Context: an optimization exercise on an open-source flow, tuned for small area, a short achievable clock period and few clock cycles per item. The choices shown serve that exercise and are no tape-out recipe.
Function was checked by simulation only, so behaviour that the tests miss may differ from the original.

===== design/flow/run.sh =====
#!/bin/bash
# synth_recipe.tcl (not shown) runs the flow's synth.tcl, then flattens the netlist and writes it again
# the make line also repeats each setting of config.mk as NAME=value (left out here)
make -C /OpenROAD-flow-scripts/flow DESIGN_CONFIG=/design/flow/config.mk WORK_HOME=/design/flow/orfs CLKGATE_MAP_FILE= SYNTH_SCRIPT=/design/flow/synth_recipe.tcl finish

===== design/flow/config.mk =====
export PLATFORM = sky130hd
export DESIGN_NAME = nse_mixer
export DESIGN_NICKNAME = nse_mixer
export VERILOG_FILES = /design/flow/design.v
export SDC_FILE = /design/flow/constraint.sdc
export NUM_CORES = 4
export LEC_CHECK = 0
export CAP_MARGIN = 20
export CORE_MARGIN = 2
export CORE_UTILIZATION = 40
export PLACE_DENSITY = 0.6
export SLEW_MARGIN = 20

===== design/flow/constraint.sdc =====
create_clock -name core_clock -period 9.0 [get_ports {clk}]
set_input_delay 1.8000 -clock core_clock [delete_from_list [all_inputs] [get_ports {clk}]]
set_output_delay 1.8000 -clock core_clock [all_outputs]
set_load 0.01 [all_outputs]

===== design/flow/design.v =====
module nse_mixer (
    input  wire        clk,
    input  wire        rst,
    input  wire        in_valid,
    output wire        in_ready,
    input  wire [1:0]  in_op,
    input  wire [1:0]  in_unit,
    input  wire        in_first,
    input  wire        in_pend,
    input  wire [31:0] in_dl,
    input  wire [31:0] in_dr,
    input  wire [31:0] in_dc,
    output reg         out_valid,
    input  wire        out_ready,
    output reg  [15:0] out_left,
    output reg  [15:0] out_right
);
    localparam OP_PAIR   = 2'd0;
    localparam OP_READ   = 2'd1;
    localparam OP_REMOVE = 2'd2;
    localparam OP_CONFIG = 2'd3;
    reg signed [31:0] acc_l, acc_r, acc_c;
    reg        [4:0]  bs_l, bs_r, bs_c;
    reg               stereo;
    wire fire = in_valid && in_ready;
    assign in_ready = !out_valid || out_ready;
    function [15:0] sat16;
        input signed [18:0] v;
        begin
            if (v > 19'sd32767)
                sat16 = 16'h7fff;
            else if (v < -19'sd32768)
                sat16 = 16'h8000;
            else
                sat16 = v[15:0];
        end
    endfunction
    wire signed [31:0] dl = in_dl;
    wire signed [31:0] dr = in_dr;
    wire signed [31:0] dc = in_dc;
    wire signed [31:0] step_l = acc_l + dl - (acc_l >>> bs_l);
    wire signed [31:0] step_r = acc_r + dr - (acc_r >>> bs_r);
    wire signed [31:0] step_c = acc_c + dc - (acc_c >>> bs_c);
    wire do_l = (in_op == OP_PAIR) || ((in_op == OP_READ || in_op == OP_REMOVE) && in_unit == 2'd0);
    wire do_r = (in_op == OP_PAIR) || ((in_op == OP_READ || in_op == OP_REMOVE) && in_unit == 2'd1);
    wire do_c = (in_op == OP_PAIR) || ((in_op == OP_READ || in_op == OP_REMOVE) && in_unit == 2'd2);
    wire side_loud  = (acc_l[31:14] != 18'd0) || (acc_r[31:14] != 18'd0);
    wire stereo_now = (in_op == OP_PAIR && in_first) ? (in_pend || side_loud) : stereo;
    wire signed [32:0] sum_cl = {step_c[31], step_c} + {step_l[31], step_l};
    wire signed [32:0] sum_cr = {step_c[31], step_c} + {step_r[31], step_r};
    wire signed [18:0] sh_cl  = sum_cl >>> 14;
    wire signed [18:0] sh_cr  = sum_cr >>> 14;
    wire signed [17:0] sh_l   = step_l >>> 14;
    wire signed [17:0] sh_r   = step_r >>> 14;
    wire signed [17:0] sh_c   = step_c >>> 14;
    wire [15:0] pcm_left  = sat16(sh_cl);
    wire [15:0] pcm_right = sat16(sh_cr);
    wire [15:0] pcm_mono  = sat16({sh_c[17], sh_c});
    wire [15:0] pcm_l     = sat16({sh_l[17], sh_l});
    wire [15:0] pcm_r     = sat16({sh_r[17], sh_r});
    reg [15:0] pcm_unit;
    always @(*) begin
        case (in_unit)
            2'd0:    pcm_unit = pcm_l;
            2'd1:    pcm_unit = pcm_r;
            default: pcm_unit = pcm_mono;
        endcase
    end
    wire cfg_l = (in_op == OP_CONFIG) && (in_unit == 2'd0 || in_unit == 2'd3);
    wire cfg_r = (in_op == OP_CONFIG) && (in_unit == 2'd1 || in_unit == 2'd3);
    wire cfg_c = (in_op == OP_CONFIG) && (in_unit == 2'd2 || in_unit == 2'd3);
    wire cfg_clear = in_dc[8];
    always @(posedge clk) begin
        if (rst) begin
            acc_l     <= 32'd0;
            acc_r     <= 32'd0;
            acc_c     <= 32'd0;
            bs_l      <= 5'd0;
            bs_r      <= 5'd0;
            bs_c      <= 5'd0;
            stereo    <= 1'b0;
            out_valid <= 1'b0;
            out_left  <= 16'd0;
            out_right <= 16'd0;
        end else begin
            if (out_valid && out_ready)
                out_valid <= 1'b0;
            if (fire) begin
                if (do_l) acc_l <= step_l;
                if (do_r) acc_r <= step_r;
                if (do_c) acc_c <= step_c;
                if (cfg_l) begin
                    bs_l <= in_dc[4:0];
                    if (cfg_clear) acc_l <= 32'd0;
                end
                if (cfg_r) begin
                    bs_r <= in_dc[4:0];
                    if (cfg_clear) acc_r <= 32'd0;
                end
                if (cfg_c) begin
                    bs_c <= in_dc[4:0];
                    if (cfg_clear) acc_c <= 32'd0;
                end
                if (in_op == OP_PAIR) begin
                    stereo    <= stereo_now;
                    out_valid <= 1'b1;
                    if (stereo_now) begin
                        out_left  <= pcm_left;
                        out_right <= pcm_right;
                    end else begin
                        out_left  <= pcm_mono;
                        out_right <= pcm_mono;
                    end
                end else if (in_op == OP_READ) begin
                    out_valid <= 1'b1;
                    out_left  <= pcm_unit;
                    out_right <= pcm_unit;
                end
            end
        end
    end
endmodule

==> results of run 1 <==
[synthesized netlist by cell type (35+ instances only)]
| cell | number |
|---|---|
| inv_1 | 363 |
| nor2_1 | 289 |
| nand2_1 | 268 |
| a21oi_1 | 227 |
| o21ai_0 | 220 |
| ha_1 | 163 |
| dfxtp_1 | 145 |
| clkbuf_1 | 116 |
| mux2i_1 | 98 |
| fa_1 | 93 |
| xnor2_1 | 82 |
| a22oi_1 | 77 |
| a21o_1 | 67 |
| mux4_2 | 57 |
| o21a_1 | 47 |
| nand3_1 | 44 |
| a211oi_1 | 40 |
| o21bai_1 | 35 |
[layer usage]
metal	vias up	GRT usage	share of wire
li1	10500	-	-
met1	10700	0.402	0.44
met2	906	0.477	0.46
met3	141	0.0370	0.064
met4	0	0.101	0.032
met5	-	0	0
[timing repair]
item	4_1_cts	5_1_grt
endpoints found under the setup margin	0	28
gates resized for setup	0	11
hold buffers	0	0
endpoints found under the hold margin	0	0
[critical path, delay by kind of cell, from the launching register on]
| kind | cells | cell delay, ns |
|---|---|---|
| compound gates | 18 | 4.36 |
| simple gates | 7 | 1.58 |
| fa+ha+maj | 3 | 1.10 |
| mux | 1 | 0.57 |
| flops | 1 | 0.37 |
| buf+inv | 1 | 0.22 |
| xor+xnor | 1 | 0.14 |
[cell type report]
cell class	count	area share
timing repair buffer	223	0.0823
tap	696	0.0353
sequential	145	0.118
clock buffer	19	0.0175
inverter	371	0.0566
clock inverter	13	0.00415
multi-input combinational	2252	0.686
[cell families (layout without fill, tap and decap cells)]
family,count (synthesis),after routing,synth area share
flip-flops,145,145,0.133
AND/OR/NAND/NOR,787,787,0.161
AO/OA/AOI/OAI,913,913,0.274
XOR/XNOR,110,110,0.0443
adder cells (fa/ha/maj),260,260,0.181
multiplexers,182,182,0.118
buffers and inverters,506,626,0.0884
[cells in the final DEF (no fill, tap or decap), types with 32 or more instances in the layout]
cell type,Yosys,final
inv_1,363,362
nor2_1,289,289
nand2_1,268,268
a21oi_1,227,226
o21ai_0,220,218
ha_1,163,163
dfxtp_1,145,141
clkdlybuf4s50_1,0,138
mux2i_1,98,98
fa_1,93,93
buf_4,0,84
xnor2_1,82,82
a22oi_1,77,77
a21o_1,67,67
mux4_2,57,57
o21a_1,47,47
nand3_1,44,44
a211oi_1,40,40
o21bai_1,35,35
o211ai_1,32,32
nor3_1,32,32
[flip-flops by register name, summed over array words and instances, names as in the netlist]
name,flops
out_right,16
bs_c,5
acc_l,32
out_left,16
acc_r,32
out_valid,1
bs_l,5
acc_c,32
stereo,1
bs_r,5
[how the worst max path moves through the flow]
stage | to | slack (ns)
floorplan | out_left[12] | 1.07
global placement | out_right[1] | 0.15
detailed placement | out_right[1] | 0.10
CTS | out_right[1] | 0.05
global route | out_right[1] | 0.01
finish | out_left[4] | 0.53
[stage by stage]
step	worst slack [ns]	hold slack (ns)	utilization	instance area [um2]
after floorplan	1.07	0.450	-	21800
after global placement	0.151	0.461	0.449	24100
after detailed placement	0.102	0.474	0.449	24100
after CTS	0.0542	0.482	0.458	24700
after global routing	0.0129	0.506	0.459	24700
final	0.526	0.482	0.459	24700
==> notes.md, run 1 <==
outcome=timing/DRC/antenna clean; Synth Warn #=1; first-pass GRT wire length=127,000 um; final setup fails=0; CTS Buffer Depth=2; initial core utilization=0.404; Hold Crit Depth=2; hold endpoint=stereo; Final Hold Fails=0; Gate Count Post-Synth=2,903; Register Area=2920 um2; skew final=0.0157 ns; hold wc startpoint=stereo; fraction of layout cells with a size suffix above 1=0.0857; worst-path fanout max=32; hold crit path type=reg2reg; fin crit share=0.942; Synth area leaders=dfxtp_1 (13%), ha_1 (9.4%), fa_1 (8.6%); worst slew pin tran=1.04 ns; Synth top area share=0.133; Synth Area per Inst=7.50 um2; initial antenna violation count=0; CTS tree=yes; Routed Antenna Nets=0; number of setup buffers added after CTS=0; Critical Path Sink Type=flop; CTS sink cnt=145; crit path from=bs_l[0]; CTS Root Cell=clkbuf_16; dpl hpwl=68,700 um; Die Height=237 um; Routed WL=83,600 um; post-synth cell types=96; most used cell, CP=o21ai_0; critical path class=reg2reg; Async SR Flop Fraction=0; DR WL/cell=22.5 um; Seq/Total Area, Yosys=0.133; #FFs+latches synth=145; max-cap check violation count=0; synthesis-to-finish area growth=13.5%; fill cell total of the finished layout=5,552; # nets final=3,372; n_diodes=0; CTS Buf Count=17; EDFF count, synth=0; DRT iter0 DRCs=1,975; R2R Setup Slk=0.53 ns; CP Launch Type=flop; multi-input gate area in the final layout=16,900 um2; Data required, critical path=9.39 ns; # IOs=140; number of global-route vias before repair=21,100; Pre-antenna DRT Iters=5; setup TNS=0 ns; largest net degree at the start of global routing=65; Slew Limit Fails=0; gr usage total=0.293; Yosys top cell by area=dfxtp_1; clock latency (worst-skew pair)=0.49 ns; Cell Area, Synth=21,800 um2; placed cell count=3,687; Peak Freq=118 MHz; R2R cell count=31; drc violations=0; RSZ-0062 raised after global routing=no; CTS clk-pin slew, worst paths=0.08 ns; syn nets=3,265; Routability Congestion=0.960; core area=53,800 um2; Most used DFF post-synth=dfxtp_1; Crit path largest cell delay=0.57 ns; # port buffers=139; grt ovf=0; Final Non-Filler Cells=3,719; critical path arrival=8.87 ns; Avg Vias per Cell=5.98; Slowest-stage cell, CP=mux4_2; Die W=237 um; htree depth=4; Die ar.=56,300 um2; Via Count=22,200; Slew HR=0.299; num rows=85; Crit Reg-Reg Endpoint=out_left[4]; min Tclk post-route=8.47 ns; FF-to-FF Start=bs_l[0]
Testbench counts, summed over its fixed seeds: cycles 48,007, items 48,000.
==> inputs of run 2 (changes only) <==
==> design/flow/design.v (replaced) <==
module nse_mixer (
    input  wire        clk,
    input  wire        rst,
    input  wire        in_valid,
    output wire        in_ready,
    input  wire [1:0]  in_op,
    input  wire [1:0]  in_unit,
    input  wire        in_first,
    input  wire        in_pend,
    input  wire [31:0] in_dl,
    input  wire [31:0] in_dr,
    input  wire [31:0] in_dc,
    output reg         out_valid,
    input  wire        out_ready,
    output wire [15:0] out_left,
    output wire [15:0] out_right
);
    localparam OP_PAIR   = 2'd0;
    localparam OP_READ   = 2'd1;
    localparam OP_REMOVE = 2'd2;
    localparam OP_CONFIG = 2'd3;
    reg signed [31:0] acc_l, acc_r, acc_c;
    reg        [4:0]  bs_l, bs_r, bs_c;
    reg               stereo;
    reg               o_st;       
    reg        [1:0]  o_sel;      
    wire fire = in_valid && in_ready;
    assign in_ready = !out_valid || out_ready;
    function [15:0] sat16;
        input signed [18:0] v;
        begin
            if (v > 19'sd32767)
                sat16 = 16'h7fff;
            else if (v < -19'sd32768)
                sat16 = 16'h8000;
            else
                sat16 = v[15:0];
        end
    endfunction
    wire signed [31:0] dl = in_dl;
    wire signed [31:0] dr = in_dr;
    wire signed [31:0] dc = in_dc;
    wire signed [31:0] step_l = acc_l + dl - (acc_l >>> bs_l);
    wire signed [31:0] step_r = acc_r + dr - (acc_r >>> bs_r);
    wire signed [31:0] step_c = acc_c + dc - (acc_c >>> bs_c);
    wire is_pair = (in_op == OP_PAIR);
    wire is_rr   = (in_op == OP_READ || in_op == OP_REMOVE);
    wire do_l = is_pair || (is_rr && in_unit == 2'd0);
    wire do_r = is_pair || (is_rr && in_unit == 2'd1);
    wire do_c = is_pair || (is_rr && in_unit == 2'd2);
    wire side_loud  = (acc_l[31:14] != 18'd0) || (acc_r[31:14] != 18'd0);
    wire stereo_now = (is_pair && in_first) ? (in_pend || side_loud) : stereo;
    wire cfg = (in_op == OP_CONFIG);
    wire cfg_l = cfg && (in_unit == 2'd0 || in_unit == 2'd3);
    wire cfg_r = cfg && (in_unit == 2'd1 || in_unit == 2'd3);
    wire cfg_c = cfg && (in_unit == 2'd2 || in_unit == 2'd3);
    wire cfg_clear = in_dc[8];
    wire signed [31:0] a_sel = (o_sel == 2'd0) ? acc_l : (o_sel == 2'd1) ? acc_r : acc_c;
    wire signed [32:0] sum_left  = {a_sel[31], a_sel} + (o_st ? {acc_l[31], acc_l} : 33'd0);
    wire signed [32:0] sum_right = {acc_c[31], acc_c} + {acc_r[31], acc_r};
    wire signed [18:0] sh_left  = sum_left >>> 14;
    wire signed [18:0] sh_right = sum_right >>> 14;
    wire [15:0] pcm_left  = sat16(sh_left);
    wire [15:0] pcm_right = sat16(sh_right);
    assign out_left  = pcm_left;
    assign out_right = o_st ? pcm_right : pcm_left;
    always @(posedge clk) begin
        if (rst) begin
            acc_l     <= 32'd0;
            acc_r     <= 32'd0;
            acc_c     <= 32'd0;
            bs_l      <= 5'd0;
            bs_r      <= 5'd0;
            bs_c      <= 5'd0;
            stereo    <= 1'b0;
            out_valid <= 1'b0;
        end else begin
            if (out_valid && out_ready)
                out_valid <= 1'b0;
            if (fire) begin
                if (do_l) acc_l <= step_l;
                if (do_r) acc_r <= step_r;
                if (do_c) acc_c <= step_c;
                if (cfg_l) begin
                    bs_l <= in_dc[4:0];
                    if (cfg_clear) acc_l <= 32'd0;
                end
                if (cfg_r) begin
                    bs_r <= in_dc[4:0];
                    if (cfg_clear) acc_r <= 32'd0;
                end
                if (cfg_c) begin
                    bs_c <= in_dc[4:0];
                    if (cfg_clear) acc_c <= 32'd0;
                end
                if (is_pair) begin
                    stereo    <= stereo_now;
                    out_valid <= 1'b1;
                end else if (in_op == OP_READ) begin
                    out_valid <= 1'b1;
                end
            end
        end
    end
    always @(posedge clk) begin
        if (fire) begin
            o_st  <= is_pair && stereo_now;
            o_sel <= is_pair ? 2'd2 : in_unit;
        end
    end
endmodule
--- a/design/flow/config.mk
+++ b/design/flow/config.mk
@@ -9,4 +9,5 @@
 export CORE_MARGIN = 2
 export CORE_UTILIZATION = 40
 export PLACE_DENSITY = 0.6
+export SETUP_SLACK_MARGIN = 4.5
 export SLEW_MARGIN = 20
==> run 2 against run 1 <==
Against the previous run:
- sequential share of layout area down 2.7 points
- critical path depth shrank 13
- setup slack better by 2.2 ns
- critical path type is now reg2out
- maximum frequency is 34% higher
- via count shrank 9.2%
==> notes.md, run 2 <==
Cell Area, Synth=20,100 um2; Slew Limit Fails=0; Final Hold Fails=0; # port buffers=139; Pre-antenna DRT Iters=5; Die ar.=52,000 um2; Peak Freq=158 MHz; Avg Vias per Cell=5.68; critical path arrival=4.52 ns; Via Count=20,200; crit path from=o_sel[0]; Routability Congestion=0.964; first-pass GRT wire length=112,000 um; initial antenna violation count=0; Final Cell Area=26,200 um2; Slowest-stage cell, CP=edfxtp_1; worst-path fanout max=7; Crit path largest cell delay=0.42 ns; most common cell after layout, fill and taps aside=inv_1; critical path class=reg2out; gr usage total=0.273; core area=49,900 um2; drc violations=0; Worst setup endpoint=out_right[7]; EDFF count, synth=3; # IOs=140; dpl hpwl=53,800 um; CTS Buffer Depth=2; #FFs+latches synth=116; Synth Warn #=1; Crit Reg-Reg Endpoint=acc_l[30]; clock latency (worst-skew pair)=0.47 ns; Routed Antenna Nets=0; placed instance area=22,300 um2; fin crit share=0.702; CP Cell Sequence=buf_6 -> mux2i_2 -> o21ai_1 -> ha_1 -> and4_1 -> nand4_1 -> a2111oi_4 -> o21ba_4 -> nor3_4 -> o31ai_4 -> xor2_2 -> inv_2 -> o311ai_4 -> buf_6 -> nand4b_1 -> buf_4 -> a22oi_2 -> buf_2; largest net degree at the start of global routing=49; CTS Root Cell=clkbuf_16; Yosys top cell by area=dfxtp_1; Data required, critical path=7.20 ns; skew final=0.0192 ns; CTS sink cnt=116; fraction of layout cells with a size suffix above 1=0.234; post-synth cell types=90; CTS Buf Count=17; Synth area leaders=dfxtp_1 (11%), ha_1 (10%), fa_1 (9.3%); R2R cell count=19; Commonest cells post-synth=inv_1 (376), nand2_1 (229), nor2_1 (217); min Tclk post-route=6.32 ns; number of global-route vias before repair=19,800; Most used DFF post-synth=dfxtp_1; Seq/Total Area, Yosys=0.117; placed cell count=3,335; outcome=timing/DRC/antenna clean; num rows=82; most used cell, CP=buf_6; htree depth=4; Async SR Flop Fraction=0; setup TNS=0 ns; Slew HR=0.333; Final Non-Filler Cells=3,550; DRT iter0 DRCs=1,388; grt ovf=0; FF-to-FF Start=bs_l[0]; synthesis-to-finish area growth=30.7%; dpl ws=1.83 ns; DR WL/cell=20.6 um; CTS clk-pin slew, worst paths=0.07 ns; largest registers=acc_c (32), acc_l (32), acc_r (32); Die Height=228 um; Die W=228 um; Critical Path Sink Type=primary output; commonest cells after routing, fill and taps aside=inv_1 (359), nand2_1 (214), nor2_1 (206); R2R Setup Slk=3.88 ns; n_diodes=0; initial core utilization=0.402; top-count cell post-synth=inv_1; final setup fails=0; CTS tree=yes; # nets final=3,229; syn nets=2,988; RSZ-0062 raised after global routing=yes; Synth top area share=0.113; PnR worst setup slack=2.68 ns; max-cap check violation count=0; Routed WL=73,100 um; Synth Area per Inst=7.65 um2; worst slew pin tran=0.998 ns; Gate Count Post-Synth=2,624; hold crit path type=reg2reg; CP Launch Type=flop
-- run 2: cell count changes in the layout (fill, tap and decap cells not counted), sizes merged, moves of 18 or more --
cell	before	now
o21a	47	19
a21oi	230	196
nand2	270	229
and2	24	46
a22oi	77	46
o21bai	35	17
o211ai	33	15
dfxtp	145	113
nor2	289	217
a22o	1	28
mux2i	98	132
buf	85	233
o21ai	227	197
clkdlybuf4s50	138	98
-- run 2: metal layers --
| layer | GRT usage | up-vias | share of wire |
|---|---|---|---|
| met1 | 0.363 | 9817 | 0.43 |
| met5 | 0 | - | 0 |
| met3 | 0.0315 | 126 | 0.054 |
| li1 | - | 9594 | - |
| met2 | 0.459 | 643 | 0.48 |
| met4 | 0.0905 | 0 | 0.032 |
-- run 2: worst min-delay path by stage --
stage,depth (start not counted),startpoint,endpoint
4_1_cts,2,stereo,stereo
3_3_place_gp,2,stereo,stereo
2_1_floorplan,2,stereo,stereo
3_5_place_dp,2,stereo,stereo
6_report,2,stereo,stereo
5_1_grt,2,stereo,stereo
-- run 2: final cells by class --
type                            instances  area [um2]
Inverter                              386        1530
Fill cell                            4767       23600
Multi-Input combinational cell       1998       17400
Clock buffer                           18         439
Sequential cell                       116        2400
Timing Repair Buffer                  345        3400
Timing Repair inverter                  1        7.51
Tap cell                              672         841
Clock inverter                         14         208
-- run 2: timing repair --
action / 4_1_cts / 5_1_grt
setup buffers: 130 / 46
gates cloned: 7 / 0
endpoints found under the hold margin: 0 / 0
hold buffers: 0 / 0
pin swaps: 158 / 134
endpoints found under the setup margin: 108 / 99
gates resized for setup: 401 / 166
-- run 2: cells by family (layout without fill, tap and decap cells) --
kind of cell | Yosys count | count (layout) | synth area share
xor gates and xnor gates | 109 | 109 | 0.0489
muxes | 212 | 212 | 0.139
buffers and inverters | 510 | 764 | 0.0972
and+or+nand+nor | 689 | 689 | 0.160
adders and majority gates | 258 | 258 | 0.196
AOI/OAI and AO/OA | 730 | 730 | 0.242
DFF | 116 | 116 | 0.117
-- run 2: stage by stage --
| stage | hold slack (ns) | utilization |
|---|---|---|
| finish | 0.469 | 0.526 |
| global route | 0.512 | 0.526 |
| CTS | 0.468 | 0.506 |
| detailed placement | 0.457 | 0.447 |
| global placement | 0.448 | 0.447 |
| floorplan | 0.436 | - |
-- run 2: critical path: cells and delay by family, from the launching register on --
family	cells	cell delay (ns)
compound gates	6	1.57
xor+xnor	1	0.21
fa+ha+maj	1	0.30
buf+inv	5	0.79
flops	1	0.42
mux	1	0.18
simple gates	4	0.59
Testbench counts of run 2, summed over its fixed seeds: cycles 48,007, items 48,000.
==> inputs of run 3 (changes only) <==
--- a/design/flow/config.mk
+++ b/design/flow/config.mk
@@ -9,5 +9,5 @@
 export CORE_MARGIN = 2
 export CORE_UTILIZATION = 40
 export PLACE_DENSITY = 0.6
-export SETUP_SLACK_MARGIN = 4.5
+export SETUP_SLACK_MARGIN = 3
 export SLEW_MARGIN = 20
==> run 3 against run 2 <==
Against the previous run:
- first-iteration DRC count is 12% higher
- non-clock buffer count shrank 124
- global-route usage shrank 1.1 points
- clock skew shrank 0.0092 ns
- flip-flop and latch count unchanged
- maximum frequency fell by 1.7%
- setup slack got worse by 0.11 ns
==> notes.md, run 3 <==
Die Height=228 um; outcome=timing/DRC/antenna clean; Yosys top cell by area=dfxtp_1; drc violations=0; worst-path fanout max=6; core area=49,900 um2; Peak Freq=156 MHz; Synth Warn #=1; CP Launch Type=flop; Commonest cells post-synth=inv_1 (376), nand2_1 (229), nor2_1 (217); CTS Buf Count=17; Die ar.=52,000 um2; routed length on met1=30,400 um; Gate Count Post-Synth=2,624; Pre-antenna DRT Iters=9; fin crit share=0.714; clock latency (worst-skew pair)=0.47 ns; initial antenna violation count=0; Seq/Total Area, Yosys=0.117; Data required, critical path=7.20 ns; post-synth cell types=90; most common cell after layout, fill and taps aside=inv_1; num rows=82; critical path class=reg2out; Synth Area per Inst=7.65 um2; min Tclk post-route=6.42 ns; fraction of layout cells with a size suffix above 1=0.120; largest registers=acc_c (32), acc_l (32), acc_r (32); #FFs+latches synth=116; Die W=228 um; final setup fails=0; Routed WL=68,800 um; Avg Vias per Cell=5.72; DR WL/cell=20.1 um; dpl hpwl=53,800 um; EDFF count, synth=3; Synth top area share=0.113; # IOs=140; n_diodes=0; commonest cells after routing, fill and taps aside=inv_1 (375), nand2_1 (221), nor2_1 (217); skew final=0.0100 ns; Final Hold Fails=0; most used cell, CP=o311ai_4; Buf/Inv on CP=5; gr usage total=0.261; Slowest-stage cell, CP=a2111oi_4; metal2 WL=31,700 um; kind of cell adding the most delay to the critical path=compound AO/OA/AOI/OAI gates; CTS clk-pin slew, worst paths=0.06 ns; top-count cell post-synth=inv_1; # port buffers=139; CTS Buffer Depth=2; RSZ-0062 raised after global routing=yes; Routed Antenna Nets=0; first-pass GRT wire length=107,000 um; Async SR Flop Fraction=0; CP Cell Sequence=buf_12 -> buf_8 -> mux2i_1 -> o21ai_1 -> ha_1 -> and4_1 -> nand4_1 -> a2111oi_4 -> o21ba_4 -> buf_6 -> o311ai_4 -> a21oi_2 -> o22ai_4 -> xor2_4 -> o311ai_4 -> buf_4 -> nand3_1 -> a22oi_1 -> buf_2; syn nets=2,988; Routability Congestion=0.949; met3 WL=4940 um; top sig layer=met4; max-cap check violation count=0; # nets final=3,104; DRT iter0 DRCs=1,557; synthesis-to-finish area growth=16.2%; hold crit path type=reg2reg; largest net degree at the start of global routing=47; grt ovf=0; Slew HR=0.251; CTS tree=yes; setup TNS=0 ns; Critical Path Sink Type=primary output; fill cell total of the finished layout=5,034; Cell Area, Synth=20,100 um2; CTS sink cnt=116; Crit path largest cell delay=0.45 ns; Most used DFF post-synth=dfxtp_1; Slew Limit Fails=0; CTS Root Cell=clkbuf_16; worst slew pin tran=1.12 ns; hold wc startpoint=stereo; Synth area leaders=dfxtp_1 (11%), ha_1 (10%), fa_1 (9.3%); Via Count=19,600; crit path from=o_sel[0]; number of global-route vias before repair=19,100; FF-to-FF Start=bs_r[1]; initial core utilization=0.402; htree depth=4; critical path arrival=4.62 ns
run 3: cells by family (layout without fill, tap and decap cells):
| kind of cell | count (synthesis) | in the layout | synth area share |
|---|---|---|---|
| XOR/XNOR | 109 | 109 | 0.0489 |
| multiplexers | 212 | 212 | 0.139 |
| AO/OA/AOI/OAI | 730 | 730 | 0.242 |
| flip-flops | 116 | 116 | 0.117 |
| buffers and inverters | 510 | 638 | 0.0972 |
| AND/OR/NAND/NOR | 689 | 689 | 0.160 |
| adder cells (fa/ha/maj) | 258 | 258 | 0.196 |
run 3: what timing repair did:
item | 4_1_cts | 5_1_grt
setup endpoints to repair | 48 | 47
pin swaps | 21 | 27
gates resized for setup | 149 | 65
hold buffers | 0 | 0
buffers inserted | 36 | 15
cloned | 0 | 0
run 3: path summary, 6_finish.rpt:
kind	end	slack, ns	depth (start not counted)
worst max-delay path	out_right[1]	2.58	19
worst min-delay path	stereo	0.47	2
worst max register to register	acc_r[29]	3.19	19
worst min register to register	stereo	0.47	2
run 3: area by class of cell:
| class | instances | area, um2 | area share |
|---|---|---|---|
| clock buffers | 17 | 425 | 0.0182 |
| multi-input cells | 1998 | 16100 | 0.689 |
| clock inverters | 14 | 134 | 0.00574 |
| inverters | 386 | 1450 | 0.0623 |
| repair buffers | 221 | 2030 | 0.0872 |
| flip-flops and latches | 116 | 2380 | 0.102 |
| well taps | 672 | 841 | 0.0361 |
run 3: metrics by stage:
step	cells	instance area, um2	hold WS [ns]	utilization	worst slack (ns)
6_report	3424	23300	0.468	0.468	2.58
5_1_grt	3424	23300	0.498	0.468	2.42
4_1_cts	3409	23000	0.466	0.461	2.63
3_5_place_dp	3342	22000	0.456	0.442	1.78
3_3_place_gp	3342	22000	0.450	0.442	1.93
2_1_floorplan	2624	20100	0.436	-	3.25
run 3: worst min-delay path, stage by stage, from the launching register on:
cell	delay, ns
dfxtp_1	0.31
nand2_1	0.05
a21oi_1	0.06
run 3: per-layer routing:
layer | global-route usage | up-vias
li1 | - | 9360
met1 | 0.357 | 9334
met2 | 0.425 | 794
met3 | 0.0414 | 112
met4 | 0.0784 | 0
met5 | 0 | -
==> inputs of run 4 (changes only) <==
--- a/design/flow/config.mk
+++ b/design/flow/config.mk
@@ -9,5 +9,4 @@
 export CORE_MARGIN = 2
 export CORE_UTILIZATION = 40
 export PLACE_DENSITY = 0.6
-export SETUP_SLACK_MARGIN = 3
 export SLEW_MARGIN = 20
==> run 4 against run 3 <==
Against the previous run:
- die area unchanged
- core utilization decreased by 1.5 points
- largest cell class unchanged
- first-iteration DRC count increased by 5.4%
- area after synthesis unchanged
- highest routed layer unchanged
- flip-flop and latch count unchanged
- still clean
- design area decreased by 3.1%
==> notes.md, run 4 <==
gr usage total=0.259; EDFF count, synth=3; Resize count post-CTS=0; Die W=228 um; multi-input gate area in the final layout=15,800 um2; max-cap check violation count=0; largest net degree at the start of global routing=47; post-synth cell types=90; Die Height=228 um; dpl ws=1.78 ns; n_diodes=0; Slew Limit Fails=0; Routability Congestion=0.949; number of global-route vias before repair=18,800; drc violations=0; skew final=0.0122 ns; Pre-antenna DRT Iters=6; htree depth=4; Synth Area per Inst=7.65 um2; Hold WS=0.470 ns; syn nets=2,988; hold wc startpoint=stereo; RSZ-0062 raised after global routing=no; largest registers=acc_c (32), acc_l (32), acc_r (32); Gate Count Post-Synth=2,624; Final Hold Fails=0; # IOs=140; outcome=timing/DRC/antenna clean; core area=49,900 um2; Synth area leaders=dfxtp_1 (11%), ha_1 (10%), fa_1 (9.3%); initial core utilization=0.402; Via Count=19,200; Data required, critical path=7.20 ns; CTS tree=yes; PnR worst setup slack=1.22 ns; Critical Path Sink Type=primary output; most common cell after layout, fill and taps aside=inv_1; Routed WL=67,300 um; min Tclk post-route=7.78 ns; dpl hpwl=53,800 um; CTS sink cnt=116; Yosys top cell by area=dfxtp_1; Die ar.=52,000 um2; # nets final=3,053; Avg Vias per Cell=5.71; fin crit share=0.864; critical path arrival=5.98 ns; CTS Buf Count=17; Slew HR=0.241; clock latency (worst-skew pair)=0.47 ns; DR WL/cell=20.0 um; hold crit path type=reg2reg; FF-to-FF Start=bs_r[1]; #FFs+latches synth=116; CTS clk-pin slew, worst paths=0.07 ns; synthesis-to-finish area growth=12.6%; number of setup buffers added after CTS=0; DRT iter0 DRCs=1,641; grt ovf=0; Commonest cells post-synth=inv_1 (376), nand2_1 (229), nor2_1 (217); fill cell total of the finished layout=5,085; Seq/Total Area, Yosys=0.117; Cell Area, Synth=20,100 um2; CP Launch Type=flop; fraction of layout cells with a size suffix above 1=0.0777; CTS Buffer Depth=2; final setup fails=0; setup TNS=0 ns; CTS Root Cell=clkbuf_16; placed instance area=22,000 um2; hold_buf cts=0; # port buffers=139; Routed Antenna Nets=0; Most used DFF post-synth=dfxtp_1; Async SR Flop Fraction=0; worst slew pin tran=1.13 ns; Final Cell Area=22,600 um2; top-count cell post-synth=inv_1; commonest cells after routing, fill and taps aside=inv_1 (376), nand2_1 (229), nor2_1 (217); Synth Warn #=1; crit path from=o_sel[0]; first-pass GRT wire length=106,000 um; Peak Freq=129 MHz; worst-path fanout max=20; Register Area=2360 um2; num rows=82; critical path class=reg2out; initial antenna violation count=0; Synth top area share=0.113
==> run 4: cell types whose count changed in the layout (fill, tap and decap cells not counted), moves of 7 or more <==
| cell | previous run | this run |
|---|---|---|
| buf_6 | 24 | 0 |
| buf_4 | 58 | 31 |
| buf_2 | 20 | 1 |
| nand2_2 | 8 | 0 |
| dfxtp_1 | 101 | 109 |
| nand3_4 | 8 | 0 |
| clkdlybuf4s50_1 | 106 | 138 |
| nand2_1 | 221 | 229 |
| o21ai_0 | 184 | 191 |
==> run 4: path summary, 6_finish.rpt <==
| path | endpoint | slack (ns) | cells past startpoint |
|---|---|---|---|
| worst min register to register | stereo | 0.47 | 2 |
| worst max register to register | acc_r[29] | 2.66 | 19 |
| worst min-delay path | stereo | 0.47 | 2 |
| worst max-delay path | out_right[7] | 1.22 | 16 |
==> run 4: routing by layer <==
metal / global-route usage / part of all wire
met2: 0.419 / 0.46
met4: 0.0713 / 0.023
met5: 0 / 0
met1: 0.357 / 0.46
met3: 0.0415 / 0.064
==> run 4: layout make-up <==
cell class	count	area share
timing repair buffer	170	0.0716
multi-input combinational	1998	0.698
tap	672	0.0372
clock inverter	14	0.00592
sequential	116	0.104
clock buffer	17	0.0188
inverter	386	0.0641
==> run 4: cell families (layout without fill, tap and decap cells) <==
kind of cell               after synthesis  after routing  synth area share
buffers and inverters                  510            587            0.0972
DFF                                    116            116             0.117
muxes                                  212            212             0.139
AOI/OAI and AO/OA                      730            730             0.242
and+or+nand+nor                        689            689             0.160
xor gates and xnor gates               109            109            0.0489
adders and majority gates              258            258             0.196
==> run 4: worst max-delay path: stages (launching register included) <==
cell	delay (ns)
edfxtp_1	1.05
buf_4	0.35
mux2i_1	0.19
o21ai_0	0.10
ha_1	0.38
a21o_1	0.21
a21o_1	0.19
nand2_1	0.06
o21ai_0	0.25
o311ai_4	0.42
a21oi_2	0.13
o22ai_4	0.19
xor2_4	0.14
o311ai_4	0.76
nand4b_1	0.27
a22oi_1	0.23
clkdlybuf4s50_1	0.58
==> run 4: stage by stage <==
step            util  std cells
2_1_floorplan      -       2624
3_3_place_gp   0.442       3342
3_5_place_dp   0.442       3342
4_1_cts        0.453       3373
5_1_grt        0.453       3373
6_report       0.453       3373

==> port drivers added, routing unchanged <==
The results above use ideal ports. As a check the final layouts listed here were re-extracted and re-timed, cells and wires unchanged.
Step 1 (the two cells are an assumption about what drives the block):
set clk [get_ports {clk}]
set_driving_cell -lib_cell sky130_fd_sc_hd__clkbuf_16 $clk
set_driving_cell -lib_cell sky130_fd_sc_hd__buf_2 [delete_from_list [all_inputs] $clk]
Step 2 times the ports against the registers' clock, not the clock port: input delays grow and output delays shrink by t, the midpoint of the rising clock arrivals with the driver on.
a / b / c = no drivers / after step 1 / after step 2; a / b = the first two.
run	t, ns	setup slack, ns	worst hold slack (ns)	worst setup path at the end	worst slew at a driven data input, ns
run 1	0.544	0.526 / 0.526 / 0.158	0.482 / 0.482 / 0.482	input to register	0.05
run 2	0.518	2.685 / 2.629 / 3.146	0.469 / 0.469 / 0.469	register to output	0.04
run 3	0.524	2.577 / 2.518 / 2.681	0.468 / 0.468 / 0.468	input to register	0.05
run 4	0.523	1.222 / 1.164 / 1.687	0.470 / 0.470 / 0.470	register to output	0.05
After both steps every run listed still meets setup and hold. The setup slack of run 1, which loses most, moves by 0.000 ns with the drivers and by -0.368 ns with both steps.
